From an optimization exercise on the open Yosys and OpenROAD flow, aimed at small area; shortcuts taken in it are not production practice. Only simulation tests tie the RTL to the original design; equivalence was not proved. No activity file was given, so power comes from the tool's default toggle rates.

<file path="flow/design.v">
module flash_cfi_ctrl (
    input  wire        clk,
    input  wire        rst,
    input  wire        start,
    input  wire [1:0]  op,
    input  wire [31:0] arg_first,
    input  wire [31:0] arg_last,
    input  wire [31:0] arg_addr,
    input  wire [31:0] arg_len,
    output wire        idle,
    output reg         done,
    output reg  [3:0]  status,
    output wire [31:0] ret_size,
    output wire [31:0] warn_skipped,
    output wire [31:0] warn_recovered,
    output reg         initialized,
    input  wire        prot_we,
    input  wire [4:0]  prot_idx,
    input  wire        prot_val,
    output reg         ev_valid,
    output reg  [1:0]  ev_kind,
    output wire [31:0] ev_addr,
    output reg  [7:0]  ev_wdata,
    input  wire        ev_ready,
    input  wire [7:0]  fb_rdata,
    input  wire [31:0] time_ms,
    output reg         irq_inhibit,
    output wire [31:0] buf_index,
    input  wire [7:0]  buf_data
);
    localparam [1:0] EV_WRITE = 2'd0, EV_READ = 2'd1, EV_TIME = 2'd2, EV_DELAY = 2'd3;
    localparam [1:0] STRAT_BYTE = 2'd0, STRAT_BYPASS = 2'd1, STRAT_BUFFER = 2'd2;
    localparam [5:0]
        IDLE   = 6'd0,
        P_RST  = 6'd1,  P_QE   = 6'd2,  P_QRY  = 6'd3,  P_NREG = 6'd4,
        P_BLK  = 6'd5,  P_EXIT = 6'd6,
        UL1    = 6'd7,  UL2    = 6'd8,  S_AS3  = 6'd9,  S_MFR  = 6'd10,
        S_ID0  = 6'd11, S_IDX  = 6'd12, S_RST  = 6'd13, S_QE   = 6'd14,
        S_VER  = 6'd15, S_EXIT = 6'd16,
        E_CNT  = 6'd17, E_RST  = 6'd18,
        E_S3   = 6'd21, E_ADV  = 6'd24,
        E_CONF = 6'd25, E_SET  = 6'd26,
        CHK    = 6'd27, W_CMD  = 6'd30,
        W_DATA = 6'd31, V_RD   = 6'd32,
        U_E3   = 6'd35, U_CMD  = 6'd36,
        U_DATA = 6'd37, U_X1   = 6'd38, U_X2   = 6'd39,
        F_FIND = 6'd40, F_LEN  = 6'd41, F_CMD  = 6'd43,
        F_CNT  = 6'd44, F_DATA = 6'd45, F_CONF = 6'd46,
        L_T0   = 6'd47, L_RD   = 6'd48, L_RR   = 6'd49, L_TM   = 6'd50,
        L_RET  = 6'd51, A_RST  = 6'd52;
    reg [5:0] st;
    reg        w2;                   
    reg [1:0]  nm1;                  
    reg        rev;                  
    reg [5:0]  scount;               
    reg [4:0]  rc0, rc1, rc2, rc3;   
    reg [13:0] rz0, rz1, rz2, rz3;   
    reg [4:0]  e_word, e_buf, e_erase;
    reg [4:0]  rs_exp;
    reg [3:0]  mbw;                  
    reg [1:0]  strategy;
    reg [31:0] prot;
    reg        opk;                  
    reg        opi;                  
    reg        vf;                   
    reg [21:0] ra;                   
    reg [26:0] rl;                   
    reg [22:0] ri;                   
    reg [31:0] t0;
    wire [7:0] cnt   = t0[7:0];      
    wire       qok   = t0[8];
    wire       pk    = t0[9];
    wire       ak    = t0[10];
    wire       big   = t0[11];
    wire       vlt   = t0[12];
    wire       veq   = t0[13];
    wire       vold  = t0[14];
    wire       id07  = t0[15];
    wire [1:0] dmc   = t0[17:16];
    wire [2:0] fcode = t0[20:18];
    wire       e2    = t0[21];       
    wire       anyu  = t0[22];       
    wire       ubf   = t0[23];       
    wire       pok   = t0[24];       
    reg [5:0]  ws;
    reg [22:0] wr;
    reg [4:0]  s;
    reg [1:0]  r;
    reg [4:0]  c;
    reg [13:0] ss;                   
    assign idle = (st == IDLE);
    assign ret_size = initialized ? (32'd1 << rs_exp) : 32'd0;
    assign warn_skipped = {26'd0, ws};
    assign warn_recovered = {9'd0, wr};
    assign buf_index = {9'd0, ri};
    function [21:0] budget;
        input [4:0] e;
        begin
            case (e)
                5'd11: budget = 22'd3;
                5'd12: budget = 22'd5;
                5'd13: budget = 22'd9;
                5'd14: budget = 22'd17;
                5'd15: budget = 22'd33;
                5'd16: budget = 22'd66;
                5'd17: budget = 22'd132;
                5'd18: budget = 22'd263;
                5'd19: budget = 22'd525;
                5'd20: budget = 22'd1049;
                5'd21: budget = 22'd2098;
                5'd22: budget = 22'd4195;
                5'd23: budget = 22'd8389;
                5'd24: budget = 22'd16778;
                5'd25: budget = 22'd33555;
                5'd26: budget = 22'd67109;
                5'd27: budget = 22'd134218;
                5'd28: budget = 22'd268436;
                5'd29: budget = 22'd536871;
                5'd30: budget = 22'd1073742;
                5'd31: budget = 22'd2147484;
                default: budget = 22'd2;
            endcase
        end
    endfunction
    function [32:0] radd;
        input [31:0] a;
        input [31:0] b;
        input        ci;
        integer j;
        reg cy;
        begin
            cy = ci;
            for (j = 0; j < 32; j = j + 1) begin
                radd[j] = a[j] ^ b[j] ^ cy;
                cy = (a[j] & b[j]) | (cy & (a[j] ^ b[j]));
            end
            radd[32] = cy;
        end
    endfunction
    function [31:0] rinc;
        input [31:0] a;
        integer j;
        reg cy;
        begin
            cy = 1'b1;
            for (j = 0; j < 32; j = j + 1) begin
                rinc[j] = a[j] ^ cy;
                cy = cy & a[j];
            end
        end
    endfunction
    function [31:0] rdec;
        input [31:0] a;
        integer j;
        reg bw;
        begin
            bw = 1'b1;
            for (j = 0; j < 32; j = j + 1) begin
                rdec[j] = a[j] ^ bw;
                bw = bw & ~a[j];
            end
        end
    endfunction
    wire buf_mode = (strategy == STRAT_BUFFER) & ~vf;
    wire [4:0]  e_sel = opk ? e_erase : (buf_mode ? e_buf : e_word);
    wire [21:0] lut = budget(e_sel);
    wire [26:0] bud = opk ? rl : {5'd0, lut};
    wire [32:0] acc_sum = radd({5'd0, rl}, {10'd0, lut}, 1'b0);
    wire [32:0] el_full = radd(time_ms, ~t0, 1'b1);
    wire [31:0] elapsed = el_full[31:0];
    wire [32:0] bd_full = radd({5'd0, bud}, {5'd0, ~elapsed[26:0]}, 1'b1);
    wire timeout = (|elapsed[31:27]) | ~bd_full[27];
    reg [4:0]  rc_cur;
    reg [13:0] rz_cur;
    always @(*) begin
        case (r)
            2'd0: begin rc_cur = rc0; rz_cur = rz0; end
            2'd1: begin rc_cur = rc1; rz_cur = rz1; end
            2'd2: begin rc_cur = rc2; rz_cur = rz2; end
            default: begin rc_cur = rc3; rz_cur = rz3; end
        endcase
    end
    wire [32:0] ns_full = radd({18'd0, ss}, {18'd0, rz_cur}, 1'b0);
    wire [13:0] ns = ns_full[13:0];
    wire [31:0] s_inc_full = rinc({27'd0, s});
    wire [5:0]  s_inc = s_inc_full[5:0];
    wire        is_last = (s_inc == scount);
    wire        prot_s = prot[s[4:0]];
    wire        qgate = (st == P_QRY) | (st == P_NREG) | (st == P_BLK) |
                        (st == S_MFR) | (st == S_ID0) | (st == S_IDX);
    wire [32:0] sum_full = radd({10'd0, ra[21:16], ra[15:0] & {16{~qgate}}}, {10'd0, ri[21:0]}, 1'b0);
    wire [21:0] sum = sum_full[21:0];
    wire [31:0] ri_inc_full = rinc({9'd0, ri});
    wire [22:0] ri_inc = ri_inc_full[22:0];
    wire [31:0] rl_dec_full = rdec({9'd0, rl[22:0]});
    wire [22:0] rl_dec = rl_dec_full[22:0];
    wire [31:0] wr_inc_full = rinc({9'd0, wr});
    wire [22:0] wr_inc = wr_inc_full[22:0];
    wire [21:0] qaddr = w2 ? {sum[20:0], 1'b0} : sum;
    wire [32:0] dd_full = radd({18'd0, ns}, {18'h3FFFF, ~sum[21:8]}, 1'b1);
    wire [14:0] dd = dd_full[14:0];
    wire        room_le0 = dd[14] | (dd[13:0] == 14'd0);
    wire        room_one = (dd == 15'd1);
    wire [7:0]  room1 = (is_last | ~room_one) ? 8'hFF : ~sum[7:0];
    wire [7:0]  rem1  = (|rl[22:8]) ? 8'hFF : rl_dec[7:0];
    wire [7:0]  bmask = ~(8'hFF << mbw);
    wire [7:0]  n1 = (rem1 < cnt) ? rem1 : cnt;
    wire [7:0]  nm = (|(n1 & ~bmask)) ? bmask : n1;
    reg [21:0] aoff;
    assign ev_addr = {10'h3FF, aoff};
    always @(*) begin
        ev_valid = 1'b1;
        ev_kind  = EV_WRITE;
        ev_wdata = 8'h00;
        aoff     = 22'd0;
        case (st)
            P_RST, P_EXIT, S_RST, S_EXIT, E_RST, A_RST: ev_wdata = 8'hF0;
            P_QE, S_QE: begin aoff = w2 ? 22'h0AA : 22'h055; ev_wdata = 8'h98; end
            UL1: begin
                aoff = w2 ? 22'hAAA : 22'h555; ev_wdata = 8'hAA;
            end
            UL2: begin
                aoff = w2 ? 22'h555 : 22'h2AA; ev_wdata = 8'h55;
            end
            S_AS3:  begin aoff = w2 ? 22'hAAA : 22'h555; ev_wdata = 8'h90; end
            E_S3:   begin aoff = w2 ? 22'hAAA : 22'h555; ev_wdata = 8'h80; end
            W_CMD:  begin aoff = w2 ? 22'hAAA : 22'h555; ev_wdata = 8'hA0; end
            U_E3:   begin aoff = w2 ? 22'hAAA : 22'h555; ev_wdata = 8'h20; end
            U_CMD:  ev_wdata = 8'hA0;
            U_X1:   ev_wdata = 8'h90;
            U_X2:   ev_wdata = 8'h00;
            P_QRY, P_NREG, P_BLK, S_MFR, S_ID0, S_IDX, S_VER: begin
                ev_kind = EV_READ; aoff = qaddr;
            end
            W_DATA, U_DATA, F_DATA: begin aoff = sum; ev_wdata = buf_data; end
            V_RD, L_RD, L_RR: begin ev_kind = EV_READ; aoff = sum; end
            E_CONF: begin ev_valid = ~prot_s; aoff = {ss, 8'd0}; ev_wdata = 8'h30; end
            F_CMD:  begin aoff = {ss, 8'd0}; ev_wdata = 8'h25; end
            F_CNT:  begin aoff = {ss, 8'd0}; ev_wdata = cnt; end
            F_CONF: begin aoff = {ss, 8'd0}; ev_wdata = 8'h29; end
            L_T0, L_TM: ev_kind = EV_TIME;
            E_SET:  ev_kind = EV_DELAY;
            default: ev_valid = 1'b0;
        endcase
    end
    always @(*) begin
        case (st)
            UL1, UL2: irq_inhibit = opk;
            E_S3, E_ADV, E_CONF, E_SET: irq_inhibit = 1'b1;
            default: irq_inhibit = 1'b0;
        endcase
    end
    wire fire = ev_valid & ev_ready;
    wire [31:0] pdec = 32'd1 << prot_idx;
    wire        p_wen = prot_we & initialized & ({1'b0, prot_idx} < scount);
    wire        p_clr = start & (op == 2'd0);
    integer j;
    wire [5:0] boff = ri[5:0];
    wire [5:0] brel = boff - 6'h2D;
    wire [32:0] tsum_full = radd({26'd0, scount}, {27'd0, fb_rdata[4:0]}, 1'b1);
    wire [6:0] tsum = tsum_full[6:0];
    wire [4:0] e_pick = boff[1] ? e_word : (boff[0] ? e_erase : e_buf);
    wire [32:0] e_full = radd({27'd0, e_pick}, {27'd0, fb_rdata[4:0]}, 1'b0);
    wire [4:0] e_add = e_full[4:0];
    wire       q_exp = (fb_rdata == ((ri[1:0] == 2'd0) ? 8'h51 :
                                     (ri[1:0] == 2'd1) ? 8'h52 : 8'h59));
    wire [1:0] strat_def = (mbw != 4'd0) ? STRAT_BUFFER : STRAT_BYTE;
    task iter_reset;
        begin
            s  <= 5'd0;
            c  <= 5'd0;
            ss <= 14'd0;
            r  <= rev ? nm1 : 2'd0;
        end
    endtask
    task iter_step;
        begin
            ss <= ns;
            s  <= s_inc[4:0];
            if (c == rc_cur) begin
                c <= 5'd0;
                r <= rev ? r - 2'd1 : r + 2'd1;
            end else
                c <= c + 5'd1;
        end
    endtask
    task finish;
        input [3:0] code;
        begin
            status <= code;
            done   <= 1'b1;
            st     <= IDLE;
        end
    endtask
    always @(posedge clk) begin
        if (rst) begin
            st          <= IDLE;
            done        <= 1'b0;
            status      <= 4'd0;
            initialized <= 1'b0;
            ws          <= 6'd0;
            wr          <= 23'd0;
        end else begin
            done <= 1'b0;
            case (st)
            IDLE: begin
                for (j = 0; j < 32; j = j + 1)
                    if (p_clr | (p_wen & pdec[j]))
                        prot[j] <= prot_val & ~p_clr;
                if (start) begin
                    case (op)
                        2'd0: begin
                            opi  <= 1'b1;
                            opk  <= 1'b0;
                            w2   <= 1'b0;
                            ra   <= 22'd0;
                            st   <= P_RST;
                        end
                        2'd1: begin
                            ws   <= 6'd0;
                            opi  <= 1'b0;
                            opk  <= 1'b1;
                            t0[21]   <= 1'b0;
                            t0[22] <= 1'b0;
                            if ((|arg_first[31:6]) || (arg_first[5:0] > scount) ||
                                (|arg_last[31:6])  || (arg_last[5:0] > scount) ||
                                (arg_first[5:0] > arg_last[5:0]))
                                finish(4'd6);
                            else begin
                                ri <= {13'd0, arg_last[4:0], arg_first[4:0]};
                                s  <= arg_first[4:0];
                                st <= E_CNT;
                            end
                        end
                        2'd2: begin
                            opi <= 1'b0;
                            opk <= 1'b0;
                            vf  <= 1'b0;
                            wr  <= 23'd0;
                            ra  <= arg_addr[21:0];
                            rl  <= {4'd0, arg_len[22:0]};
                            ri  <= 23'd0;
                            iter_reset;
                            st  <= (strategy == STRAT_BYPASS) ? UL1 : CHK;
                        end
                        default: finish(4'd0);
                    endcase
                end
            end
            P_RST: if (fire) st <= P_QE;
            P_QE: if (fire) begin ri <= 23'h10; st <= P_QRY; end
            P_QRY: if (fire) begin
                t0[8] <= (ri[1:0] == 2'd0 ? 1'b1 : qok) & q_exp;
                if (ri[1:0] == 2'd2) begin
                    if (qok & q_exp) begin
                        ri <= 23'h2C;
                        st <= P_NREG;
                    end else begin
                        t0[20:18] <= 3'd1;
                        st <= P_EXIT;
                    end
                end else
                    ri <= ri + 23'd1;
            end
            P_NREG: if (fire) begin
                nm1    <= fb_rdata[1:0] - 2'd1;
                ri     <= 23'h10;
                scount <= 6'd0;
                t0[11]    <= 1'b0;
                if (fb_rdata == 8'd0) begin
                    t0[20:18] <= 3'd2;
                    st <= P_EXIT;
                end else if (fb_rdata > 8'd4) begin
                    t0[20:18] <= 3'd3;
                    st <= P_EXIT;
                end else
                    st <= P_BLK;
            end
            P_BLK: if (fire) begin
                case (boff)
                    6'h13: t0[9] <= (fb_rdata == 8'h02);
                    6'h14: t0[9] <= pk & (fb_rdata == 8'h00);
                    6'h15: if (pk) ra[7:0]  <= fb_rdata;
                    6'h16: if (pk) ra[15:8] <= fb_rdata;
                    6'h17: t0[10] <= (fb_rdata == 8'h02);
                    6'h18: t0[10] <= ak & (fb_rdata == 8'h00);
                    6'h19: if (!pk && ak) ra[7:0]  <= fb_rdata;
                    6'h1A: if (!pk && ak) ra[15:8] <= fb_rdata;
                    6'h1F: e_word  <= fb_rdata[4:0];
                    6'h20: e_buf   <= fb_rdata[4:0];
                    6'h21: e_erase <= fb_rdata[4:0];
                    6'h23: e_word  <= e_add;
                    6'h24: e_buf   <= e_add;
                    6'h25: e_erase <= e_add;
                    6'h27: rs_exp  <= fb_rdata[4:0];
                    6'h2A: mbw     <= (|fb_rdata[4:3]) ? 4'd8 : {1'b0, fb_rdata[2:0]};
                    default: if (boff >= 6'h2D) begin
                        case (brel[1:0])
                            2'd0: begin
                                case (brel[3:2])
                                    2'd0: rc0 <= fb_rdata[4:0];
                                    2'd1: rc1 <= fb_rdata[4:0];
                                    2'd2: rc2 <= fb_rdata[4:0];
                                    default: rc3 <= fb_rdata[4:0];
                                endcase
                                scount <= tsum[5:0];
                                if ((|fb_rdata[7:5]) || tsum[6] || (tsum[5] && (|tsum[4:0])))
                                    t0[11] <= 1'b1;
                            end
                            2'd1: if (fb_rdata != 8'd0) t0[11] <= 1'b1;
                            2'd2: begin
                                case (brel[3:2])
                                    2'd0: rz0[7:0] <= fb_rdata;
                                    2'd1: rz1[7:0] <= fb_rdata;
                                    2'd2: rz2[7:0] <= fb_rdata;
                                    default: rz3[7:0] <= fb_rdata;
                                endcase
                            end
                            default: begin
                                case (brel[3:2])
                                    2'd0: rz0[13:8] <= fb_rdata[5:0];
                                    2'd1: rz1[13:8] <= fb_rdata[5:0];
                                    2'd2: rz2[13:8] <= fb_rdata[5:0];
                                    default: rz3[13:8] <= fb_rdata[5:0];
                                endcase
                            end
                        endcase
                    end
                endcase
                if (boff == {2'b11, nm1, 2'b00}) begin
                    t0[20:18] <= big ? 3'd4 : 3'd0;
                    st <= P_EXIT;
                end else
                    ri <= ri + 23'd1;
            end
            P_EXIT: if (fire) begin
                if (fcode == 3'd0) begin
                    if (pk | ak)
                        st <= UL1;
                    else
                        finish(4'd5);
                end else if (fcode == 3'd1 && !w2) begin
                    w2 <= 1'b1;
                    st <= P_RST;
                end else
                    finish({1'b0, fcode});
            end
            UL1: if (fire) st <= UL2;
            UL2: if (fire) begin
                if (opi)
                    st <= S_AS3;
                else if (opk)
                    st <= e2 ? E_ADV : E_S3;
                else if (vf)
                    st <= W_CMD;
                else case (strategy)
                    STRAT_BYPASS: st <= U_E3;
                    STRAT_BUFFER: st <= F_CMD;
                    default:      st <= W_CMD;
                endcase
            end
            S_AS3: if (fire) begin ri <= 23'd0; st <= S_MFR; end
            S_MFR: if (fire) begin
                t0[17:16] <= (fb_rdata == 8'h01) ? 2'd1 :
                       (fb_rdata == 8'h04) ? 2'd2 :
                       (fb_rdata == 8'hC2) ? 2'd3 : 2'd0;
                ri <= 23'd1;
                st <= S_ID0;
            end
            S_ID0: if (fire) begin
                t0[15] <= fb_rdata[7];
                if (fb_rdata == 8'h7E) begin
                    t0[17:16] <= (dmc == 2'd1) ? 2'd3 : 2'd0;
                    ri <= 23'h0E;
                    st <= S_IDX;
                end else begin
                    strategy <= (dmc == 2'd2 && fb_rdata == 8'h49) ? STRAT_BYPASS :
                                (dmc == 2'd3 && fb_rdata == 8'hA8) ? STRAT_BUFFER : strat_def;
                    st <= S_RST;
                end
            end
            S_IDX: if (fire) begin
                if (!ri[0]) begin
                    t0[17:16] <= (dmc == 2'd3 && fb_rdata == 8'h1A) ? 2'd1 :
                           (dmc == 2'd3 && fb_rdata == 8'h10) ? 2'd2 : 2'd0;
                    ri <= 23'h0F;
                end else begin
                    strategy <= (dmc == 2'd1 && fb_rdata == 8'h00) ? STRAT_BYPASS :
                                (dmc == 2'd2 && fb_rdata == 8'h00) ? STRAT_BYTE : strat_def;
                    st <= S_RST;
                end
            end
            S_RST: if (fire) st <= S_QE;
            S_QE: if (fire) begin ri <= 23'd3; st <= S_VER; end
            S_VER: if (fire) begin
                if (ri[3]) begin
                    rev <= ((vold ? id07 : (fb_rdata == 8'h03)) && nm1 != 2'd0);
                    st <= S_EXIT;
                end else if (ri[2]) begin
                    t0[14] <= vlt | (veq & (fb_rdata < 8'h31));
                    ri <= 23'h0F;
                end else begin
                    t0[12] <= (fb_rdata < 8'h31);
                    t0[13] <= (fb_rdata == 8'h31);
                    ri <= 23'd4;
                end
            end
            S_EXIT: if (fire) begin
                initialized <= 1'b1;
                finish(4'd0);
            end
            E_CNT: begin
                ws <= ws + {5'd0, prot_s};
                if (s[4:0] == ri[9:5]) begin
                    if (anyu | ~prot_s) begin
                        rl <= 27'd0;
                        iter_reset;
                        st <= E_RST;
                    end else
                        finish(4'd7);
                end else begin
                    t0[22] <= anyu | ~prot_s;
                    s <= s_inc[4:0];
                end
            end
            E_RST: if (fire) st <= UL1;
            E_S3: if (fire) begin t0[21] <= 1'b1; st <= UL1; end
            E_ADV: begin
                if (s[4:0] == ri[4:0])
                    st <= E_CONF;
                else
                    iter_step;
            end
            E_CONF: begin
                if (prot_s || fire) begin
                    if (fire) begin
                        ra <= {ss, 8'd0};
                        rl <= acc_sum[26:0];
                    end
                    if (s[4:0] == ri[9:5]) begin
                        ri <= 23'd0;
                        st <= E_SET;
                    end else
                        iter_step;
                end
            end
            E_SET: if (fire) st <= L_T0;
            CHK: begin
                if (rl[22:0] == 23'd0) begin
                    if (vf)
                        finish(4'd0);
                    else if (strategy == STRAT_BYPASS) begin
                        t0[23] <= 1'b0;
                        st <= U_X1;
                    end
                    else begin
                        vf <= 1'b1;
                        rl <= {4'd0, ri};
                        ri <= 23'd0;
                    end
                end else if (vf)
                    st <= V_RD;
                else case (strategy)
                    STRAT_BYPASS: st <= U_CMD;
                    STRAT_BUFFER: st <= F_FIND;
                    default:      st <= UL1;
                endcase
            end
            V_RD: if (fire) begin
                if (fb_rdata != buf_data)
                    st <= UL1;
                else begin
                    ri <= ri_inc;
                    rl <= {4'd0, rl_dec};
                    st <= CHK;
                end
            end
            W_CMD:  if (fire) st <= W_DATA;
            W_DATA: if (fire) st <= L_T0;
            U_E3:   if (fire) st <= CHK;
            U_CMD:  if (fire) st <= U_DATA;
            U_DATA: if (fire) st <= L_T0;
            U_X1:   if (fire) st <= U_X2;
            U_X2:   if (fire) begin
                if (ubf)
                    finish(4'd9);
                else begin
                    vf <= 1'b1;
                    rl <= {4'd0, ri};
                    ri <= 23'd0;
                    st <= CHK;
                end
            end
            F_FIND: begin
                if (!is_last && room_le0)
                    iter_step;
                else begin
                    t0[7:0] <= room1;
                    st  <= F_LEN;
                end
            end
            F_LEN: begin
                t0[7:0] <= nm;
                st  <= UL1;
            end
            F_CMD:  if (fire) st <= F_CNT;
            F_CNT:  if (fire) st <= F_DATA;
            F_DATA: if (fire) begin
                if (cnt == 8'd0)
                    st <= F_CONF;
                else begin
                    t0[7:0] <= cnt - 8'd1;
                    ri  <= ri_inc;
                    rl  <= {4'd0, rl_dec};
                end
            end
            F_CONF: if (fire) st <= L_T0;
            L_T0: if (fire) begin t0 <= time_ms; st <= L_RD; end
            L_RD: if (fire) begin
                if (fb_rdata[7] == (opk | buf_data[7])) begin
                    t0[24] <= 1'b1;
                    st  <= L_RET;
                end else if (fb_rdata[5])
                    st <= L_RR;
                else
                    st <= L_TM;
            end
            L_RR: if (fire) begin
                t0[24] <= (fb_rdata[7] == (opk | buf_data[7]));
                st  <= L_RET;
            end
            L_TM: if (fire) begin
                if (timeout) begin
                    t0[24] <= 1'b0;
                    st  <= L_RET;
                end else
                    st <= L_RD;
            end
            L_RET: begin
                if (opk) begin
                    if (pok) finish(4'd0); else st <= A_RST;
                end else if (pok) begin
                    ri <= ri_inc;
                    rl <= {4'd0, rl_dec};
                    if (vf) wr <= wr_inc;
                    st <= CHK;
                end else if (!vf && strategy == STRAT_BYPASS) begin
                    t0[23] <= 1'b1;
                    st  <= U_X1;
                end else
                    st <= A_RST;
            end
            A_RST: if (fire) finish(opk ? 4'd8 : vf ? 4'd10 : 4'd9);
            default: st <= IDLE;
            endcase
        end
    end
endmodule
</file>
<file path="flow/flow/run.sh">
#!/bin/bash
# The standard layout (standard.sh: the standard flow's synthesis and ORFS flow, unchanged),
# except that the port buffers placed by buffer_ports use the smallest buffer
# cell (sky130_fd_sc_hd__buf_1) instead of the tool's default pick.
set -euo pipefail
export BUFFER_PORTS_ARGS="-buffer_cell sky130_fd_sc_hd__buf_1"
bash standard.sh "BUFFER_PORTS_ARGS=-buffer_cell sky130_fd_sc_hd__buf_1" finish > standard_flow.log 2>&1
</file>
<file path="flow/standard.sh">
#!/bin/bash
# synth_recipe.tcl (not shown) runs the flow's synth.tcl, then flattens the netlist and writes it again
# the make line also repeats each setting of config.mk as NAME=value (left out here)
make -C /OpenROAD-flow-scripts/flow DESIGN_CONFIG=/design/flow/config.mk WORK_HOME=/design/flow/orfs CLKGATE_MAP_FILE= SYNTH_SCRIPT=/design/flow/synth_recipe.tcl "${@:-finish}"
</file>
<file path="flow/config.mk">
export PLATFORM = sky130hd
export DESIGN_NAME = flash_cfi_ctrl
export DESIGN_NICKNAME = flash_cfi_ctrl
export VERILOG_FILES = /design/flow/design.v
export SDC_FILE = /design/flow/constraint.sdc
export NUM_CORES = 4
export LEC_CHECK = 0
export CAP_MARGIN = 20
export CORE_MARGIN = 2
export CORE_UTILIZATION = 55
export CTS_BUF_LIST = sky130_fd_sc_hd__clkbuf_8
export CTS_CLUSTER_DIAMETER = 50
export CTS_CLUSTER_SIZE = 12
export GPL_TIMING_DRIVEN = 0
export SLEW_MARGIN = 20
</file>
<file path="flow/constraint.sdc">
create_clock -name core_clock -period 20.0 [get_ports {clk}]
set_input_delay 4.0000 -clock core_clock [delete_from_list [all_inputs] [get_ports {clk}]]
set_output_delay 4.0000 -clock core_clock [all_outputs]
set_load 0.01 [all_outputs]
</file>
==> results of run 1 <==
Yosys cell counts (46+ instances only):
cell	n
o21ai_0	162
a21oi_1	150
clkbuf_1	135
xnor2_1	46
buf_4	56
edfxtp_1	277
nor3_1	54
nand2_1	274
ha_1	167
nor2_1	288
nand3_1	101
fa_1	103
inv_1	201
state kept, by name, summed over array words and instances, names as in the netlist, 22 cells and up:
name	count
prot	32
ra	22
ri	23
rl	27
t0	32
wr	23
worst register-to-register path: cells and delay by family (launching register included):
| family | cells | cell delay (ns) |
|---|---|---|
| AOI/OAI and AO/OA | 4 | 1.56 |
| adders and majority gates | 22 | 8.82 |
| buffers and inverters | 7 | 1.86 |
| DFF | 1 | 0.41 |
| and+or+nand+nor | 6 | 2.01 |
per-stage QoR:
| step | cells | power [mW] |
|---|---|---|
| detailed placement | 3694 | 2.72 |
| finish | 3765 | 3.31 |
| global route | 3764 | 3.46 |
| global placement | 3684 | 2.66 |
| floorplan | 2790 | 2.03 |
| CTS | 3764 | 3.24 |
cell families after synthesis:
kind of cell               after synthesis
and+or+nand+nor                        945
AOI/OAI and AO/OA                      625
buffers and inverters                  424
DFF                                    318
adders and majority gates              270
xor gates and xnor gates                83
muxes                                   71
other                                    2
cell type report:
class / instances / area (um2) / share of cell area (%)
multi-input cells: 2048 / 14600 / 51.5
flip-flops and latches: 318 / 9140 / 32.3
repair buffers: 304 / 1190 / 4.22
plain buffers: 220 / 1060 / 3.73
inverters: 204 / 766 / 2.70
well taps: 600 / 751 / 2.65
clock buffers: 43 / 592 / 2.09
clock inverters: 27 / 234 / 0.826
diodes: 1 / 2.50 / 0.00884
path summary, 6_finish.rpt:
path / cells past startpoint / from / to / slack (ns)
max: 45 / time_ms[0] / st[1] / 3.05
min: 2 / status[0] / status[0] / 0.49
max reg2reg: 39 / st[2] / st[5] / 5.14
min reg2reg: 2 / status[0] / status[0] / 0.49
routing by layer:
metal	global-route usage [%]	share of wire (%)	wire [um]
met2	65.0	44	45200
met1	53.4	37	37400
met5	0	0.0098	10
met4	25.6	6.8	6920
met3	10.2	12	12200
power groups by stage:
| stage | registers (mW) | logic [mW] | clock network (mW) |
|---|---|---|---|
| 3_3_place_gp | 0.923 | 1.74 | 0 |
| 2_1_floorplan | 0.897 | 1.13 | 0 |
| 3_5_place_dp | 0.919 | 1.80 | 0 |
| 6_report | 0.910 | 1.88 | 0.521 |
| 4_1_cts | 0.905 | 1.81 | 0.518 |
| 5_1_grt | 0.914 | 2.01 | 0.539 |
==> flow_metrics.py, run 1 <==
metrics = {
    "drt": {
        "routedWlPerCell_um": 27.0,
        "viasPerCell": 6.51,
        "totalWireLength_um": 102000,
        "num_vias": 24500,
        "drc_errors": 0,
        "ant_nets": 0,
        "drt_iter0_markers": 3405,
        "first_pass_iters": 10,
    },
    "sta": {
        "postLayoutSetupSlackWorst_ns": 3.05,
        "finClkSkew_ns": 0.0405,
        "whs_ns": 0.486,
        "worst_pin_slew_ns": 1.10,
        "rsz0062_at_grt": "no",
        "layout_min_cycle_time_ns": 16.95,
        "setup_viol": 0,
        "final-hold-violation-count": 0,
        "max_freq_mhz": 59.0,
        "finalCritPeriodShare_pct": 84.7,
        "max_slew_margin_pct": 25.9,
        "setup_tns_ns": 0,
        "slew_violations": 0,
    },
    "finish": {
        "layout_commonest_cell": "buf_1",
        "final_util_pct": 62.4,
        "num-fill-cells": 3893,
        "most-common-layout-cells": "buf_1 (307), nor2_1 (287), edfxtp_1 (277)",
        "synthToLayoutAreaGrowth_pct": 11.9,
        "final_design_area_no_fill_um2": 28300,
        "drive_gt1_share_pct": 6.48,
        "nets": 3597,
    },
    "logic_synthesis": {
        "synth.largest_area_cell": "edfxtp_1",
        "netlist_area_um2": 25300,
        "synth_cells": 2738,
        "yosysTopAreaCellShare_pct": 32.9,
        "synth-seq-area-share_pct": 36.1,
        "ys_types": 88,
        "synthMuxAreaShare_pct": 3.32,
        "synth-xor-area-share_pct": 2.87,
        "synth.ff_latch_count": 318,
        "avgSynthCellArea_um2": 9.24,
        "yosysWarnings": 1,
        "synth_flop_cell": "edfxtp_1",
        "synth_edf_count": 277,
        "yosys.area_share.simple_pct": 17.5,
        "synth_fa_ha_area_share_pct": 16.4,
        "synth_compound_area_share_pct": 16.5,
        "async_flop_share_pct": 0,
        "synth_area_leaders": "edfxtp_1 (33%), ha_1 (8.3%), fa_1 (8.2%)",
        "synth_top_family_by_area": "simple AND/OR/NAND/NOR gates",
    },
    "power": {
        "switching_power_mw": 1.65,
        "swShare_pct": 50.0,
        "p_leak_nw": 11.1,
        "comb_power_share_pct": 56.8,
        "pwr-share-clk_pct": 15.7,
        "ir_drop_mv": 0.0804,
        "power.density_nw_per_um2": 117,
        "pwr-share-seq_pct": 27.5,
        "p_int_mw": 1.66,
    },
    "global_route": {
        "grt_start_max_net_pins": 24,
        "grt_overflow": 0,
        "grt_pass1_wl_um": 148000,
        "grt_pass1_vias": 24100,
        "grt.total_usage_pct": 42.1,
        "antenna_found_initial": 2,
    },
    "setup_path": {
        "cp-start-kind": "primary input",
        "cp.required_ns": 20.53,
        "path_max_fanout": 2,
        "critPathTopFamily": "adder cells",
        "crit_arrival_ns": 17.48,
        "max_stage_delay_ns": 0.51,
        "worst-path-buf-inv": 6,
        "crit_top_cell": "fa_1",
        "crit_path_top_delay_cell": "a311oi_1",
        "endpoint_kind": "flip-flop",
        "critical_path_class": "in2reg",
    },
    "die": {
        "rows": 78,
        "start_util_pct": 55.7,
        "io_pins": 368,
        "dieWidth_um": 218,
        "core_um2": 45400,
        "dieArea_um2": 47700,
        "die_h_um": 218,
    },
    "cts": {
        "worst_skew_pair.late_latency_ns": 0.67,
        "cts_resized": 0,
        "clk_pin_slew_ns": 0.08,
        "h-tree-depth": 2,
        "cts_buffer_depth": 3,
        "clock-root-buffer": "clkbuf_8",
        "holdBufCountCts": 0,
        "cts_tree": "built",
        "cts_setup_buffers": 0,
        "cts_buffers": 42,
        "clock-sinks": 318,
    },
    "placement": {
        "pre_cts_ws_ns": 2.53,
        "portBuffers": 294,
        "hpwlAfterDp_um": 80900,
        "place.gp.congestion": 1.06,
        "placed_area_um2": 27500,
    },
    "run": {
        "cap_viol_max_count": 0,
    },
    "hold_path": {
        "hold_path.class": "reg2reg",
    },
    "status": {
        "outcome": "complete, no violations",
    },
}
==> run 2, diff against run 1 <==
--- a/flow/config.mk
+++ b/flow/config.mk
@@ -9,7 +9,7 @@
 export CORE_MARGIN = 2
 export CORE_UTILIZATION = 55
 export CTS_BUF_LIST = sky130_fd_sc_hd__clkbuf_8
-export CTS_CLUSTER_DIAMETER = 50
-export CTS_CLUSTER_SIZE = 12
+export CTS_CLUSTER_DIAMETER = 60
+export CTS_CLUSTER_SIZE = 16
 export GPL_TIMING_DRIVEN = 0
 export SLEW_MARGIN = 20
==> run 2 against run 1 <==
- non-clock buffer count is the same
- clock-buffer cell count down 6
- utilization fell by 0.14 points
- synthesized cell count is the same
- still clean on timing, DRC and antenna
==> flow_metrics.py, run 2 <==
metrics = {
    "sta": {
        "worst_pin_slew_ns": 1.14,
        "setup_viol": 0,
        "setup_tns_ns": 0,
        "layout_min_cycle_time_ns": 17.03,
        "whs_ns": 0.485,
        "rsz0062_at_grt": "no",
        "finalCritPeriodShare_pct": 85.2,
        "final-hold-violation-count": 0,
        "max_slew_margin_pct": 24.1,
        "max_freq_mhz": 58.7,
        "slew_violations": 0,
        "finClkSkew_ns": 0.0965,
    },
    "finish": {
        "most-common-layout-cells": "buf_1 (307), nor2_1 (287), edfxtp_1 (277)",
        "reg_top3": "prot x32, t0 x32, rl x27",
        "num-fill-cells": 3909,
        "synthToLayoutAreaGrowth_pct": 11.7,
        "drive_gt1_share_pct": 6.28,
        "nets": 3591,
        "final_design_area_no_fill_um2": 28200,
        "layout_commonest_cell": "buf_1",
    },
    "logic_synthesis": {
        "synth_cells": 2738,
        "synth_common_cells": "nor2_1 (288), edfxtp_1 (277), nand2_1 (274)",
        "avgSynthCellArea_um2": 9.24,
        "async_flop_share_pct": 0,
        "yosysWarnings": 1,
        "yosys.area_share.simple_pct": 17.5,
        "netlist_area_um2": 25300,
        "synth_area_leaders": "edfxtp_1 (33%), ha_1 (8.3%), fa_1 (8.2%)",
        "synth_fa_ha_area_share_pct": 16.4,
        "synth.largest_area_cell": "edfxtp_1",
        "ys_types": 88,
        "synth_flop_cell": "edfxtp_1",
        "synth_top_family_by_area": "simple AND/OR/NAND/NOR gates",
        "synth-seq-area-share_pct": 36.1,
        "synth.most_common_cell": "nor2_1",
        "synthMuxAreaShare_pct": 3.32,
        "synth.ff_latch_count": 318,
        "synth-xor-area-share_pct": 2.87,
        "synth_compound_area_share_pct": 16.5,
        "yosysTopAreaCellShare_pct": 32.9,
        "synth_edf_count": 277,
    },
    "setup_path": {
        "crit_arrival_ns": 17.53,
        "r2r_end": "st[5]",
        "critical_path_class": "in2reg",
        "crit_top_cell": "fa_1",
        "worstReg2RegStart": "st[2]",
        "endpoint_kind": "flip-flop",
        "cp-start-kind": "primary input",
        "cp.required_ns": 20.50,
        "ff2ff_path_depth": 39,
        "max_stage_delay_ns": 0.49,
        "rrSetupSlack_ns": 5.12,
        "crit_start": "time_ms[0]",
        "path_max_fanout": 2,
        "crit_path_top_delay_cell": "a311oi_1",
    },
    "drt": {
        "routedWlPerCell_um": 27.0,
        "viasPerCell": 6.51,
        "drc_errors": 0,
        "first_pass_iters": 9,
        "num_vias": 24500,
        "totalWireLength_um": 101000,
        "drt_iter0_markers": 3440,
        "ant_nets": 0,
    },
    "hold_path": {
        "hold_depth": 2,
        "worstHoldStart": "status[0]",
        "min_to": "status[0]",
        "hold_path.class": "reg2reg",
    },
    "cts": {
        "worst_skew_pair.late_latency_ns": 0.72,
        "clk_pin_slew_ns": 0.09,
        "clock-root-buffer": "clkbuf_8",
        "cts_setup_buffers": 0,
        "cts_tree": "built",
        "holdBufCountCts": 0,
        "cts_buffers": 36,
        "cts_buffer_depth": 3,
        "h-tree-depth": 2,
        "clock-sinks": 318,
        "cts_resized": 0,
    },
    "placement": {
        "portBuffers": 294,
        "placed_area_um2": 27500,
        "hpwlAfterDp_um": 80900,
        "place.gp.congestion": 1.06,
    },
    "die": {
        "core_um2": 45400,
        "io_pins": 368,
        "dieWidth_um": 218,
        "dieArea_um2": 47700,
        "die_h_um": 218,
        "rows": 78,
        "start_util_pct": 55.7,
    },
    "power": {
        "power.density_nw_per_um2": 116,
        "p_leak_nw": 11.0,
        "ir_drop_mv": 0.0858,
    },
    "status": {
        "outcome": "complete, no violations",
    },
    "global_route": {
        "grt.total_usage_pct": 42.1,
        "grt_start_max_net_pins": 24,
        "grt_pass1_vias": 24000,
        "grt_pass1_wl_um": 148000,
        "grt_overflow": 0,
        "antenna_found_initial": 0,
    },
    "run": {
        "cap_viol_max_count": 0,
    },
}
## run 2: cell count changes in the layout (fill, tap and decap cells not counted), sizes merged
cell | previous run | this run
clkbuf | 179 | 173
clkinv | 13 | 10
diode | 1 | 2
inv | 213 | 212
## run 2: worst max-delay path by stage
stage	endpoint	slack, ns	cells past startpoint
6_report	st[1]	2.97	45
5_1_grt	st[1]	2.52	45
4_1_cts	st[1]	3.19	45
3_5_place_dp	st[1]	2.53	45
3_3_place_gp	st[1]	2.63	45
2_1_floorplan	t0[24]	3.78	43
## run 2: metrics by stage
stage	setup slack, ns	cells	power [mW]	util (%)
after floorplan	3.78	2790	2.03	-
after global placement	2.63	3684	2.66	60.2
after detailed placement	2.53	3694	2.72	60.5
after CTS	3.19	3754	3.21	62.2
after global routing	2.52	3754	3.43	62.2
final	2.97	3756	3.28	62.2
## run 2: cells by family after synthesis
| logic type | count (synthesis) |
|---|---|
| adder cells (fa/ha/maj) | 270 |
| XOR/XNOR | 83 |
| other | 2 |
| multiplexers | 71 |
| AND/OR/NAND/NOR | 945 |
| AO/OA/AOI/OAI | 625 |
| flip-flops | 318 |
| buffers and inverters | 424 |
## run 2: critical path, delay by kind of cell
kind,cells,cell delay (ns)
AO/OA/AOI/OAI,3,0.96
XOR/XNOR,2,0.22
adder cells (fa/ha/maj),31,11.30
buffers and inverters,6,0.43
AND/OR/NAND/NOR,3,0.58
## run 2: final cells by class
class | instances | area (um2) | area share, %
Antenna cell | 2 | 5.00 | 0.0177
Multi-Input combinational cell | 2048 | 14600 | 51.6
Buffer | 220 | 1060 | 3.74
Clock inverter | 23 | 249 | 0.882
Tap cell | 600 | 751 | 2.66
Clock buffer | 37 | 509 | 1.80
Sequential cell | 318 | 9140 | 32.4
Timing Repair Buffer | 304 | 1190 | 4.23
Inverter | 204 | 766 | 2.71
## run 2: where the power goes
| group | total [mW] | internal [mW] | switching [mW] |
|---|---|---|---|
| Sequential | 0.910 | 0.828 | 0.0820 |
| Clock | 0.496 | 0.211 | 0.284 |
| Combinational | 1.88 | 0.594 | 1.28 |
## run 2: metal layers
metal	routed length (um)	track usage (%)
met3	12300	9.62
met1	37300	53.9
met5	0	0
met2	45100	65.0
met4	6830	25.4
==> run 3, diff against run 2 <==
--- a/flow/design.v
+++ b/flow/design.v
@@ -149,6 +149,18 @@
             end
         end
     endfunction
+    function lt8;
+        input [7:0] a;
+        input [7:0] b;
+        integer j;
+        reg l;
+        begin
+            l = 1'b0;
+            for (j = 0; j < 8; j = j + 1)
+                l = (~a[j] & b[j]) | (~(a[j] ^ b[j]) & l);
+            lt8 = l;
+        end
+    endfunction
     function [31:0] rdec;
         input [31:0] a;
         integer j;
@@ -204,7 +216,7 @@
     wire [7:0]  room1 = (is_last | ~room_one) ? 8'hFF : ~sum[7:0];
     wire [7:0]  rem1  = (|rl[22:8]) ? 8'hFF : rl_dec[7:0];
     wire [7:0]  bmask = ~(8'hFF << mbw);
-    wire [7:0]  n1 = (rem1 < cnt) ? rem1 : cnt;
+    wire [7:0]  n1 = lt8(rem1, cnt) ? rem1 : cnt;
     wire [7:0]  nm = (|(n1 & ~bmask)) ? bmask : n1;
     reg [21:0] aoff;
     assign ev_addr = {10'h3FF, aoff};
@@ -252,7 +264,7 @@
     end
     wire fire = ev_valid & ev_ready;
     wire [31:0] pdec = 32'd1 << prot_idx;
-    wire        p_wen = prot_we & initialized & ({1'b0, prot_idx} < scount);
+    wire        p_wen = prot_we & initialized & lt8({3'd0, prot_idx}, {2'd0, scount});
     wire        p_clr = start & (op == 2'd0);
     integer j;
     wire [5:0] boff = ri[5:0];
@@ -264,6 +276,7 @@
     wire [4:0] e_add = e_full[4:0];
     wire       q_exp = (fb_rdata == ((ri[1:0] == 2'd0) ? 8'h51 :
                                      (ri[1:0] == 2'd1) ? 8'h52 : 8'h59));
+    wire       rd_lt31 = (fb_rdata[7:6] == 2'd0) & ((fb_rdata[5:4] != 2'b11) | (fb_rdata[3:0] == 4'd0));
     wire [1:0] strat_def = (mbw != 4'd0) ? STRAT_BUFFER : STRAT_BYTE;
     task iter_reset;
         begin
@@ -322,9 +335,9 @@
                             opk  <= 1'b1;
                             t0[21]   <= 1'b0;
                             t0[22] <= 1'b0;
-                            if ((|arg_first[31:6]) || (arg_first[5:0] > scount) ||
-                                (|arg_last[31:6])  || (arg_last[5:0] > scount) ||
-                                (arg_first[5:0] > arg_last[5:0]))
+                            if ((|arg_first[31:6]) || lt8({2'd0, scount}, {2'd0, arg_first[5:0]}) ||
+                                (|arg_last[31:6])  || lt8({2'd0, scount}, {2'd0, arg_last[5:0]}) ||
+                                lt8({2'd0, arg_last[5:0]}, {2'd0, arg_first[5:0]}))
                                 finish(4'd6);
                             else begin
                                 ri <= {13'd0, arg_last[4:0], arg_first[4:0]};
@@ -360,7 +373,7 @@
                         st <= P_EXIT;
                     end
                 end else
-                    ri <= ri + 23'd1;
+                    ri <= ri_inc;
             end
             P_NREG: if (fire) begin
                 nm1    <= fb_rdata[1:0] - 2'd1;
@@ -370,7 +383,7 @@
                 if (fb_rdata == 8'd0) begin
                     t0[20:18] <= 3'd2;
                     st <= P_EXIT;
-                end else if (fb_rdata > 8'd4) begin
+                end else if ((|fb_rdata[7:3]) | (fb_rdata[2] & (|fb_rdata[1:0]))) begin
                     t0[20:18] <= 3'd3;
                     st <= P_EXIT;
                 end else
@@ -431,7 +444,7 @@
                     t0[20:18] <= big ? 3'd4 : 3'd0;
                     st <= P_EXIT;
                 end else
-                    ri <= ri + 23'd1;
+                    ri <= ri_inc;
             end
             P_EXIT: if (fire) begin
                 if (fcode == 3'd0) begin
@@ -497,10 +510,10 @@
                     rev <= ((vold ? id07 : (fb_rdata == 8'h03)) && nm1 != 2'd0);
                     st <= S_EXIT;
                 end else if (ri[2]) begin
-                    t0[14] <= vlt | (veq & (fb_rdata < 8'h31));
+                    t0[14] <= vlt | (veq & rd_lt31);
                     ri <= 23'h0F;
                 end else begin
-                    t0[12] <= (fb_rdata < 8'h31);
+                    t0[12] <= rd_lt31;
                     t0[13] <= (fb_rdata == 8'h31);
                     ri <= 23'd4;
                 end
--- a/flow/config.mk
+++ b/flow/config.mk
@@ -9,7 +9,6 @@
 export CORE_MARGIN = 2
 export CORE_UTILIZATION = 55
 export CTS_BUF_LIST = sky130_fd_sc_hd__clkbuf_8
-export CTS_CLUSTER_DIAMETER = 60
-export CTS_CLUSTER_SIZE = 16
-export GPL_TIMING_DRIVEN = 0
+export CTS_CLUSTER_DIAMETER = 50
+export CTS_CLUSTER_SIZE = 12
 export SLEW_MARGIN = 20
==> run 3 against run 2 <==
- global-route usage down 2.8 points
- largest cell class unchanged
- final cell count is 5.6% lower
- area after synthesis shrank 1.9%
- worst setup slack improved by 0.83 ns
- highest routed layer unchanged
- clock power up about 10%
- still clean
- critical path depth is 3 lower
- non-clock buffer count fell by 163
- power down 13%
- die area decreased by 1.9%
- critical path type unchanged
==> flow_metrics.py, run 3 <==
metrics = {
    "die": {
        "dieArea_um2": 46800,
        "rows": 77,
        "dieWidth_um": 216,
        "start_util_pct": 55.9,
        "core_um2": 44400,
        "die_h_um": 216,
        "io_pins": 368,
    },
    "sta": {
        "finClkSkew_ns": 0.0484,
        "rsz0062_at_grt": "no",
        "setup_tns_ns": 0,
        "setup_viol": 0,
        "postLayoutSetupSlackWorst_ns": 3.80,
        "max_freq_mhz": 61.7,
        "finalCritPeriodShare_pct": 81.0,
        "worst_pin_slew_ns": 1.19,
        "final-hold-violation-count": 0,
        "whs_ns": 0.461,
        "slew_violations": 0,
        "max_slew_margin_pct": 19.9,
        "layout_min_cycle_time_ns": 16.20,
    },
    "setup_path": {
        "endpoint_kind": "flip-flop",
        "crit_arrival_ns": 16.69,
        "cp-start-kind": "primary input",
        "max_stage_delay_ns": 0.47,
        "critical_path_class": "in2reg",
        "crit_path_top_delay_cell": "or4_1",
        "crit_top_cell": "fa_1",
        "path_max_fanout": 2,
        "cp.required_ns": 20.49,
    },
    "logic_synthesis": {
        "yosysWarnings": 1,
        "async_flop_share_pct": 0,
        "ys_types": 80,
        "synth_edf_count": 277,
        "synth.largest_area_cell": "edfxtp_1",
        "synth_area_leaders": "edfxtp_1 (34%), ha_1 (8.4%), fa_1 (8.3%)",
        "synth_cells": 2684,
        "synth_common_cells": "nor2_1 (298), nand2_1 (280), edfxtp_1 (277)",
        "synth.most_common_cell": "nor2_1",
        "avgSynthCellArea_um2": 9.24,
        "synth.ff_latch_count": 318,
        "yosysTopAreaCellShare_pct": 33.5,
        "netlist_area_um2": 24800,
        "synth-seq-area-share_pct": 36.8,
        "synth_flop_cell": "edfxtp_1",
    },
    "global_route": {
        "grt_start_max_net_pins": 64,
        "grt_pass1_vias": 22400,
        "antenna_found_initial": 2,
        "grt.total_usage_pct": 39.3,
        "grt_overflow": 0,
        "grt_pass1_wl_um": 138000,
    },
    "power": {
        "p_int_mw": 1.54,
        "ir_drop_mv": 0.0917,
        "p_leak_nw": 10.7,
        "pwr-share-clk_pct": 19.1,
        "comb_power_share_pct": 49.9,
        "switching_power_mw": 1.32,
        "swShare_pct": 46.3,
        "power.density_nw_per_um2": 105,
        "pwr-share-seq_pct": 31.0,
    },
    "placement": {
        "hpwlAfterDp_um": 70300,
        "dp.cells": 3471,
        "portBuffers": 294,
        "pre_cts_ws_ns": 3.20,
        "placed_area_um2": 26400,
        "place.gp.congestion": 1.05,
    },
    "finish": {
        "drive_gt1_share_pct": 6.33,
        "nets": 3383,
        "layout_commonest_cell": "nor2_1",
        "register_area_um2": 9140,
        "reg_top3": "prot x32, t0 x32, rl x27",
        "multiInputGateArea_um2": 14100,
        "num-fill-cells": 3853,
        "most-common-layout-cells": "nor2_1 (296), buf_1 (293), nand2_1 (280)",
        "stdcell_count": 3547,
        "final_design_area_no_fill_um2": 27300,
        "synthToLayoutAreaGrowth_pct": 9.93,
    },
    "run": {
        "cap_viol_max_count": 0,
    },
    "drt": {
        "drc_errors": 0,
        "totalWireLength_um": 93500,
        "routedWlPerCell_um": 26.4,
        "drt_iter0_markers": 2902,
        "first_pass_iters": 13,
        "viasPerCell": 6.52,
        "ant_nets": 0,
        "num_vias": 23100,
    },
    "cts": {
        "cts_buffers": 43,
        "worst_skew_pair.late_latency_ns": 0.67,
        "holdBufCountCts": 0,
        "cts_resized": 0,
        "h-tree-depth": 2,
        "cts_setup_buffers": 0,
        "clock-sinks": 318,
        "clock-root-buffer": "clkbuf_8",
        "cts_buffer_depth": 3,
        "cts_tree": "built",
        "clk_pin_slew_ns": 0.07,
    },
    "hold_path": {
        "hold_path.class": "reg2reg",
    },
    "status": {
        "outcome": "complete, no violations",
    },
}
## run 3: cell count changes after synthesis, moves of 10 or more
| cell | previous run | this run |
|---|---|---|
| a21oi_1 | 150 | 166 |
| o221ai_1 | 22 | 33 |
| o21ai_0 | 162 | 123 |
| a221o_1 | 17 | 2 |
| o221a_2 | 16 | 2 |
| xor2_1 | 37 | 21 |
| nor2_1 | 288 | 298 |
| and3b_1 | 0 | 10 |
| or4_1 | 4 | 14 |
| o211ai_1 | 19 | 29 |
| a22oi_1 | 22 | 32 |
| nand3_1 | 101 | 83 |
| mux2i_1 | 45 | 20 |
| o21a_1 | 11 | 21 |
## run 3: logic make-up after synthesis
group | synth area share, %
AO/OA/AOI/OAI | 16.7
XOR/XNOR | 2.12
adder cells (fa/ha/maj) | 16.7
buffers and inverters | 7.37
flip-flops | 36.8
multiplexers | 2.58
other | 0.0303
AND/OR/NAND/NOR | 17.7
## run 3: cell type report
type                       instances  share of cell area, %
antenna                            1                0.00917
clock buffer                      47                   2.37
clock inverter                    27                  0.904
inverter                         209                   2.88
multi-input combinational       1992                   51.7
sequential                       318                   33.5
tap                              592                   2.72
timing repair buffer             361                   5.92
## run 3: critical path: cells and delay by family
family,cells,cell delay [ns]
adders and majority gates,31,11.18
and+or+nand+nor,1,0.47
buffers and inverters,6,0.42
AOI/OAI and AO/OA,2,0.40
xor gates and xnor gates,2,0.20
## run 3: metrics by stage
stage          power [mW]  utilization [%]
4_1_cts              2.81             61.3
3_5_place_dp         2.27             59.3
3_3_place_gp         2.22             59.3
2_1_floorplan        1.76                -
6_report             2.86             61.4
5_1_grt              3.00             61.4
## run 3: power groups by stage
stage | sequential, mW | clock [mW] | combinational (mW)
global route | 0.893 | 0.570 | 1.53
CTS | 0.886 | 0.551 | 1.38
global placement | 0.897 | 0 | 1.32
detailed placement | 0.900 | 0 | 1.37
finish | 0.888 | 0.546 | 1.43
floorplan | 0.872 | 0 | 0.886
## run 3: worst paths after layout
path | startpoint | to | slack [ns] | cells after the start
hold / removal | status[0] | status[0] | 0.46 | 2
setup / recovery | time_ms[0] | st[0] | 3.80 | 42
hold reg to reg | status[0] | status[0] | 0.46 | 2
setup reg to reg | st[5] | ss[6] | 5.91 | 40
## run 3: per-layer routing
metal  GRT usage [%]  wire length [um]  up-vias
met5               0                 0        -
met4            21.6              5830        0
met3            7.83             10100      320
met2            60.7             41700     1600
met1            52.1             35900    11200
li1                -                 -    10100
==> run 4, diff against run 3 <==
==> flow/flow/run.sh (replaced) <==
#!/bin/bash
# The standard layout (standard.sh: the standard flow's synthesis and ORFS flow, unchanged),
# except that:
#  - the port buffers placed by buffer_ports use the smallest buffer cell
#    (sky130_fd_sc_hd__buf_1) instead of the tool's default pick;
#  - the buffers Yosys/ABC left in the netlist are removed at floorplan
#    (REMOVE_ABC_BUFFERS=1), since global placement runs without the
#    timing-driven mode that would otherwise remove them.
set -euo pipefail
export BUFFER_PORTS_ARGS="-buffer_cell sky130_fd_sc_hd__buf_1"
export REMOVE_ABC_BUFFERS=1
bash standard.sh "BUFFER_PORTS_ARGS=-buffer_cell sky130_fd_sc_hd__buf_1" "REMOVE_ABC_BUFFERS=1" finish > standard_flow.log 2>&1
--- a/flow/config.mk
+++ b/flow/config.mk
@@ -11,4 +11,5 @@
 export CTS_BUF_LIST = sky130_fd_sc_hd__clkbuf_8
 export CTS_CLUSTER_DIAMETER = 50
 export CTS_CLUSTER_SIZE = 12
+export GPL_TIMING_DRIVEN = 0
 export SLEW_MARGIN = 20
==> run 4 against run 3 <==
- sequential cell count did not move
- die area did not move
- routed wire length shrank 3.8%
- utilization shrank 0.42 points
- first-iteration DRC count rose by 2.4%
- power decreased by 3.2%
- worst hold slack improved by 0.0067 ns
- maximum frequency shrank 0.65%
- largest cell class unchanged
- final cell count fell by 1.1%
- global-route usage shrank 1.4 points
==> flow_metrics.py, run 4 <==
metrics = {
    "power": {
        "power.density_nw_per_um2": 102,
        "p_leak_nw": 10.5,
        "power_mw": 2.77,
        "ir_drop_mv": 0.103,
    },
    "setup_path": {
        "crit_top_cell": "fa_1",
        "crit_path_top_delay_cell": "a31oi_1",
        "cp.required_ns": 20.32,
        "critPathTopFamily": "adder cells",
        "critical_path_class": "in2reg",
        "max_stage_delay_ns": 0.51,
        "crit_arrival_ns": 16.62,
        "cp-start-kind": "primary input",
        "endpoint_kind": "flip-flop",
        "path_max_fanout": 2,
        "worst-path-buf-inv": 4,
        "rrSetupSlack_ns": 5.05,
    },
    "cts": {
        "cts_resized": 0,
        "cts_setup_buffers": 0,
        "h-tree-depth": 2,
        "cts_tree": "built",
        "cts_buffers": 42,
        "holdBufCountCts": 0,
        "clock-sinks": 318,
        "clock-root-buffer": "clkbuf_8",
        "clk_pin_slew_ns": 0.08,
        "cts_buffer_depth": 3,
        "worst_skew_pair.late_latency_ns": 0.69,
    },
    "sta": {
        "rsz0062_at_grt": "no",
        "layout_min_cycle_time_ns": 16.30,
        "max_freq_mhz": 61.3,
        "finalCritPeriodShare_pct": 81.5,
        "setup_tns_ns": 0,
        "max_slew_margin_pct": 19.6,
        "worst_pin_slew_ns": 1.20,
        "final-hold-violation-count": 0,
        "finClkSkew_ns": 0.0650,
        "slew_violations": 0,
        "setup_viol": 0,
    },
    "drt": {
        "first_pass_iters": 8,
        "ant_nets": 0,
        "drt_iter0_markers": 2972,
        "viasPerCell": 6.49,
        "routedWlPerCell_um": 25.7,
        "totalWireLength_um": 90000,
        "drc_errors": 0,
        "num_vias": 22800,
    },
    "die": {
        "start_util_pct": 55.9,
        "dieArea_um2": 46800,
        "dieWidth_um": 216,
        "die_h_um": 216,
        "rows": 77,
        "core_um2": 44400,
        "io_pins": 368,
    },
    "logic_synthesis": {
        "async_flop_share_pct": 0,
        "yosys.area_share.simple_pct": 17.7,
        "synth_area_leaders": "edfxtp_1 (34%), ha_1 (8.4%), fa_1 (8.3%)",
        "synth_edf_count": 277,
        "synth_common_cells": "nor2_1 (298), nand2_1 (280), edfxtp_1 (277)",
        "synth-seq-area-share_pct": 36.8,
        "netlist_area_um2": 24800,
        "synth.largest_area_cell": "edfxtp_1",
        "synth_top_family_by_area": "simple AND/OR/NAND/NOR gates",
        "yosysTopAreaCellShare_pct": 33.5,
        "synth.ff_latch_count": 318,
        "synth_fa_ha_area_share_pct": 16.7,
        "ys_types": 80,
        "synth_compound_area_share_pct": 16.7,
        "yosysWarnings": 1,
        "synth_cells": 2684,
        "synth-xor-area-share_pct": 2.12,
        "synth_flop_cell": "edfxtp_1",
        "avgSynthCellArea_um2": 9.24,
        "synthMuxAreaShare_pct": 2.58,
        "synth.most_common_cell": "nor2_1",
    },
    "global_route": {
        "grt_overflow": 0,
        "grt_start_max_net_pins": 46,
        "grt_pass1_wl_um": 133000,
        "antenna_found_initial": 3,
        "grt.total_usage_pct": 37.9,
        "grt_pass1_vias": 21700,
    },
    "status": {
        "outcome": "complete, no violations",
    },
    "run": {
        "cap_viol_max_count": 0,
    },
    "hold_path": {
        "hold_path.class": "reg2reg",
    },
    "finish": {
        "drive_gt1_share_pct": 5.84,
        "reg_top3": "prot x32, t0 x32, rl x27",
        "nets": 3341,
        "layout_commonest_cell": "nor2_1",
        "most-common-layout-cells": "nor2_1 (296), buf_1 (286), nand2_1 (278)",
        "synthToLayoutAreaGrowth_pct": 9.18,
    },
    "placement": {
        "place.gp.congestion": 1.03,
        "portBuffers": 294,
        "hpwlAfterDp_um": 68600,
    },
}
run 4: cell counts after synthesis:
No cell type changed its count.
run 4: power by group:
group | leakage, nW | internal, mW | switching, mW | total, mW
Combinational | 7.20 | 0.463 | 0.865 | 1.33
Clock | 0.432 | 0.212 | 0.289 | 0.502
Sequential | 2.86 | 0.808 | 0.133 | 0.941
run 4: tightest hold or removal path, stage by stage, from the launching register on:
cell and delay (ns):
dfxtp_1 0.32, nand2_1 0.05, a21oi_1 0.05
run 4: routing by layer:
| layer | routed length, um | GRT usage [%] | vias up |
|---|---|---|---|
| met5 | 0 | 0 | - |
| met4 | 4640 | 18.0 | 0 |
| met3 | 9470 | 6.02 | 269 |
| met2 | 41000 | 59.8 | 1556 |
| met1 | 34900 | 51.2 | 11000 |
| li1 | - | - | 9977 |
run 4: cell type report:
| cell class | instances | area [um2] |
|---|---|---|
| well taps | 592 | 741 |
| diodes | 4 | 10.0 |
| multi-input cells | 1992 | 14100 |
| fillers | 3917 | 17300 |
| flip-flops and latches | 318 | 9150 |
| repair buffers | 320 | 1470 |
| clock inverters | 29 | 203 |
| clock buffers | 43 | 592 |
| inverters | 209 | 785 |
run 4: worst paths after layout:
check,startpoint,to,cells past startpoint
max,time_ms[0],t0[24],38
min,status[3],status[3],2
max reg2reg,st[2],ss[9],38
min reg2reg,status[3],status[3],2
run 4: per-stage QoR:
step / area, um2 / std cells / worst slack [ns] / utilization, % / hold WS [ns]
2_1_floorplan: 24000 / 2519 / 4.08 / - / 0.470
3_3_place_gp: 25800 / 3405 / 3.20 / 58.1 / 0.448
3_5_place_dp: 26200 / 3429 / 3.11 / 59.1 / 0.453
4_1_cts: 27000 / 3501 / 3.79 / 60.9 / 0.471
5_1_grt: 27100 / 3503 / 3.25 / 61.0 / 0.497
6_report: 27100 / 3507 / 3.70 / 61.0 / 0.468
run 4: cells by family (layout without fill, tap and decap cells):
family / count (synthesis) / after routing
other cells: 2 / 58
simple gates: 943 / 943
mux: 49 / 49
compound gates: 617 / 617
xor+xnor: 60 / 60
buf+inv: 426 / 601
flops: 318 / 318
fa+ha+maj: 269 / 269
==> run 5, diff against run 4 <==
--- a/flow/config.mk
+++ b/flow/config.mk
@@ -9,7 +9,7 @@
 export CORE_MARGIN = 2
 export CORE_UTILIZATION = 55
 export CTS_BUF_LIST = sky130_fd_sc_hd__clkbuf_8
-export CTS_CLUSTER_DIAMETER = 50
-export CTS_CLUSTER_SIZE = 12
+export CTS_CLUSTER_DIAMETER = 60
+export CTS_CLUSTER_SIZE = 16
 export GPL_TIMING_DRIVEN = 0
 export SLEW_MARGIN = 20
==> run 5 against run 4 <==
- worst hold slack gained 0.0029 ns
- largest cell class unchanged
- critical path type unchanged
- still clean
- clock power shrank 1%
- non-clock buffer count is the same
- power shrank 0.14%
- clock skew shrank 0.026 ns
==> flow_metrics.py, run 5 <==
metrics = {
    "finish": {
        "reg_top3": "prot x32, t0 x32, rl x27",
        "nets": 3335,
        "diodes": 0,
        "synthToLayoutAreaGrowth_pct": 9.06,
        "stdcell_count": 3493,
        "final_design_area_no_fill_um2": 27100,
        "most-common-layout-cells": "nor2_1 (296), buf_1 (286), nand2_1 (278)",
        "num-fill-cells": 3924,
        "layout_commonest_cell": "nor2_1",
        "drive_gt1_share_pct": 5.72,
    },
    "setup_path": {
        "crit_arrival_ns": 16.68,
        "crit_top_cell": "fa_1",
        "critical_path_class": "in2reg",
        "crit_path_top_delay_cell": "a31oi_1",
        "cp.required_ns": 20.33,
        "cp-start-kind": "primary input",
        "r2r_end": "ss[9]",
        "worstReg2RegStart": "st[2]",
        "max_stage_delay_ns": 0.54,
        "path_max_fanout": 2,
        "ff2ff_path_depth": 38,
        "rrSetupSlack_ns": 5.03,
        "endpoint_kind": "flip-flop",
    },
    "logic_synthesis": {
        "yosysWarnings": 1,
        "avgSynthCellArea_um2": 9.24,
        "synth_edf_count": 277,
        "synth_cells": 2684,
        "ys_types": 80,
        "synth.ff_latch_count": 318,
        "synth-seq-area-share_pct": 36.8,
        "synth_flop_cell": "edfxtp_1",
        "synth.largest_area_cell": "edfxtp_1",
        "netlist_area_um2": 24800,
        "async_flop_share_pct": 0,
        "yosysTopAreaCellShare_pct": 33.5,
        "synth_area_leaders": "edfxtp_1 (34%), ha_1 (8.4%), fa_1 (8.3%)",
        "synth_common_cells": "nor2_1 (298), nand2_1 (280), edfxtp_1 (277)",
        "synth.most_common_cell": "nor2_1",
    },
    "hold_path": {
        "hold_path.class": "reg2reg",
        "hold_depth": 2,
        "min_to": "status[3]",
        "worstHoldStart": "status[3]",
    },
    "die": {
        "die_h_um": 216,
        "io_pins": 368,
        "core_um2": 44400,
        "start_util_pct": 55.9,
        "rows": 77,
        "dieWidth_um": 216,
        "dieArea_um2": 46800,
    },
    "drt": {
        "totalWireLength_um": 90000,
        "drc_errors": 0,
        "num_vias": 22700,
        "ant_nets": 0,
        "first_pass_iters": 8,
        "drt_iter0_markers": 2843,
        "viasPerCell": 6.49,
        "routedWlPerCell_um": 25.8,
    },
    "power": {
        "pwr-share-seq_pct": 34.0,
        "ir_drop_mv": 0.109,
        "p_int_mw": 1.47,
        "power_mw": 2.77,
        "p_leak_nw": 10.4,
        "pwr-share-clk_pct": 17.9,
        "power.density_nw_per_um2": 102,
        "swShare_pct": 46.9,
        "switching_power_mw": 1.30,
        "comb_power_share_pct": 48.1,
    },
    "global_route": {
        "grt_pass1_vias": 21600,
        "grt.total_usage_pct": 37.8,
        "grt_start_max_net_pins": 46,
        "grt_pass1_wl_um": 133000,
        "grt-busiest-layer": "met2",
        "grt_overflow": 0,
        "grt_use_met3_pct": 5.82,
        "grt_util_met2_pct": 59.8,
        "antenna_found_initial": 3,
        "grtUsageMet1_pct": 51.1,
    },
    "cts": {
        "h-tree-depth": 2,
        "cts_resized": 0,
        "cts_setup_buffers": 0,
        "clk_pin_slew_ns": 0.11,
        "worst_skew_pair.late_latency_ns": 0.65,
        "cts_tree": "built",
        "holdBufCountCts": 0,
        "cts_buffer_depth": 3,
        "clock-sinks": 318,
        "cts_buffers": 36,
        "clock-root-buffer": "clkbuf_8",
    },
    "sta": {
        "finClkSkew_ns": 0.0388,
        "finalCritPeriodShare_pct": 81.8,
        "setup_tns_ns": 0,
        "setup_viol": 0,
        "worst_pin_slew_ns": 1.21,
        "slew_violations": 0,
        "max_freq_mhz": 61.2,
        "max_slew_margin_pct": 19.5,
        "rsz0062_at_grt": "no",
        "whs_ns": 0.471,
        "layout_min_cycle_time_ns": 16.35,
        "final-hold-violation-count": 0,
    },
    "placement": {
        "placed_area_um2": 26200,
        "portBuffers": 294,
        "place.gp.congestion": 1.03,
        "hpwlAfterDp_um": 68600,
        "dp.cells": 3429,
    },
    "status": {
        "outcome": "complete, no violations",
    },
    "run": {
        "cap_viol_max_count": 0,
    },
}
## run 5: how the worst max path moves through the flow
stage                     cells past startpoint  slack (ns)  endpoint       start
after floorplan                              40        4.08    t0[24]  time_ms[0]
after global placement                       42        3.20     st[1]  time_ms[0]
after detailed placement                     38        3.11    t0[24]  time_ms[0]
after CTS                                    38        3.78    t0[24]  time_ms[0]
after global routing                         38        3.25    t0[24]  time_ms[0]
final                                        38        3.65    t0[24]  time_ms[0]
## run 5: per-stage QoR
step                      utilization (%)  setup WS (ns)
after floorplan                         -           4.08
after global placement               58.1           3.20
after detailed placement             59.1           3.11
after CTS                            60.8           3.78
after global routing                 60.9           3.25
final                                60.9           3.65
## run 5: kinds of logic (layout without fill, tap and decap cells)
group           Yosys count  in the layout  synth area share [%]
simple gates            943            943                  17.7
compound gates          617            617                  16.7
buf+inv                 426            591                  7.37
flops                   318            318                  36.8
fa+ha+maj               269            269                  16.7
xor+xnor                 60             60                  2.12
mux                      49             49                  2.58
other cells               2             54                0.0303
## run 5: cell type report
class | instances | area, um2 | share of cell area [%]
Timing Repair Buffer | 320 | 1470 | 5.42
Tap cell | 592 | 741 | 2.74
Multi-Input combinational cell | 1992 | 14100 | 52.3
Clock inverter | 24 | 251 | 0.929
Sequential cell | 318 | 9150 | 33.8
Inverter | 209 | 785 | 2.90
Clock buffer | 38 | 523 | 1.93
## run 5: power groups by stage
| stage | combinational (mW) | clock, mW | sequential [mW] |
|---|---|---|---|
| 6_report | 1.33 | 0.496 | 0.940 |
| 4_1_cts | 1.29 | 0.500 | 0.935 |
| 2_1_floorplan | 0.808 | 0 | 0.909 |
| 5_1_grt | 1.45 | 0.523 | 0.946 |
| 3_3_place_gp | 1.21 | 0 | 0.964 |
| 3_5_place_dp | 1.28 | 0 | 0.950 |
## run 5: worst max-delay path: cells and delay by family
| family | cells | cell delay, ns |
|---|---|---|
| compound gates | 5 | 1.55 |
| simple gates | 1 | 0.11 |
| fa+ha+maj | 28 | 10.72 |
| buf+inv | 4 | 0.30 |
## run 5: layer usage
metal,wire (um),up-vias
li1,-,9950
met1,35000,10900
met2,40600,1559
met3,9570,255
met4,4800,2
met5,11,-

## afterwards: timing with drivers on the ports
No port has a modelled driver above. Below, the same layouts with a new extraction and two added sets of constraints. Step 1 assumes that a clkbuf_16 drives the clock port and a buf_2 every other input. Step 2 times the ports against the registers' clock, not the clock port: input delays grow and output delays shrink by t, the midpoint of the rising clock arrivals with the driver on. a / b / c = ideal / step 1 / step 2; a / b = the first two.
run | shift t [ns] | slack for setup (ns) | latest minus earliest clock arrival (ns) | cell pins on the clock port's net
run 1 | 0.712 | 3.050 / 3.086 / 2.374 | 0.041 / 0.041 | 1
run 2 | 0.731 | 2.969 / 3.004 / 2.274 | 0.097 / 0.097 | 1
run 3 | 0.710 | 3.801 / 3.840 / 3.130 | 0.049 / 0.048 | 1
run 4 | 0.710 | 3.696 / 3.727 / 3.018 | 0.064 / 0.065 | 1
run 5 | 0.683 | 3.650 / 3.683 / 3.000 | 0.039 / 0.039 | 1
After both steps every run listed still meets setup and hold. For run 2, which loses most, drivers alone change the setup slack by +0.035 ns; drivers and shift together by -0.695 ns.
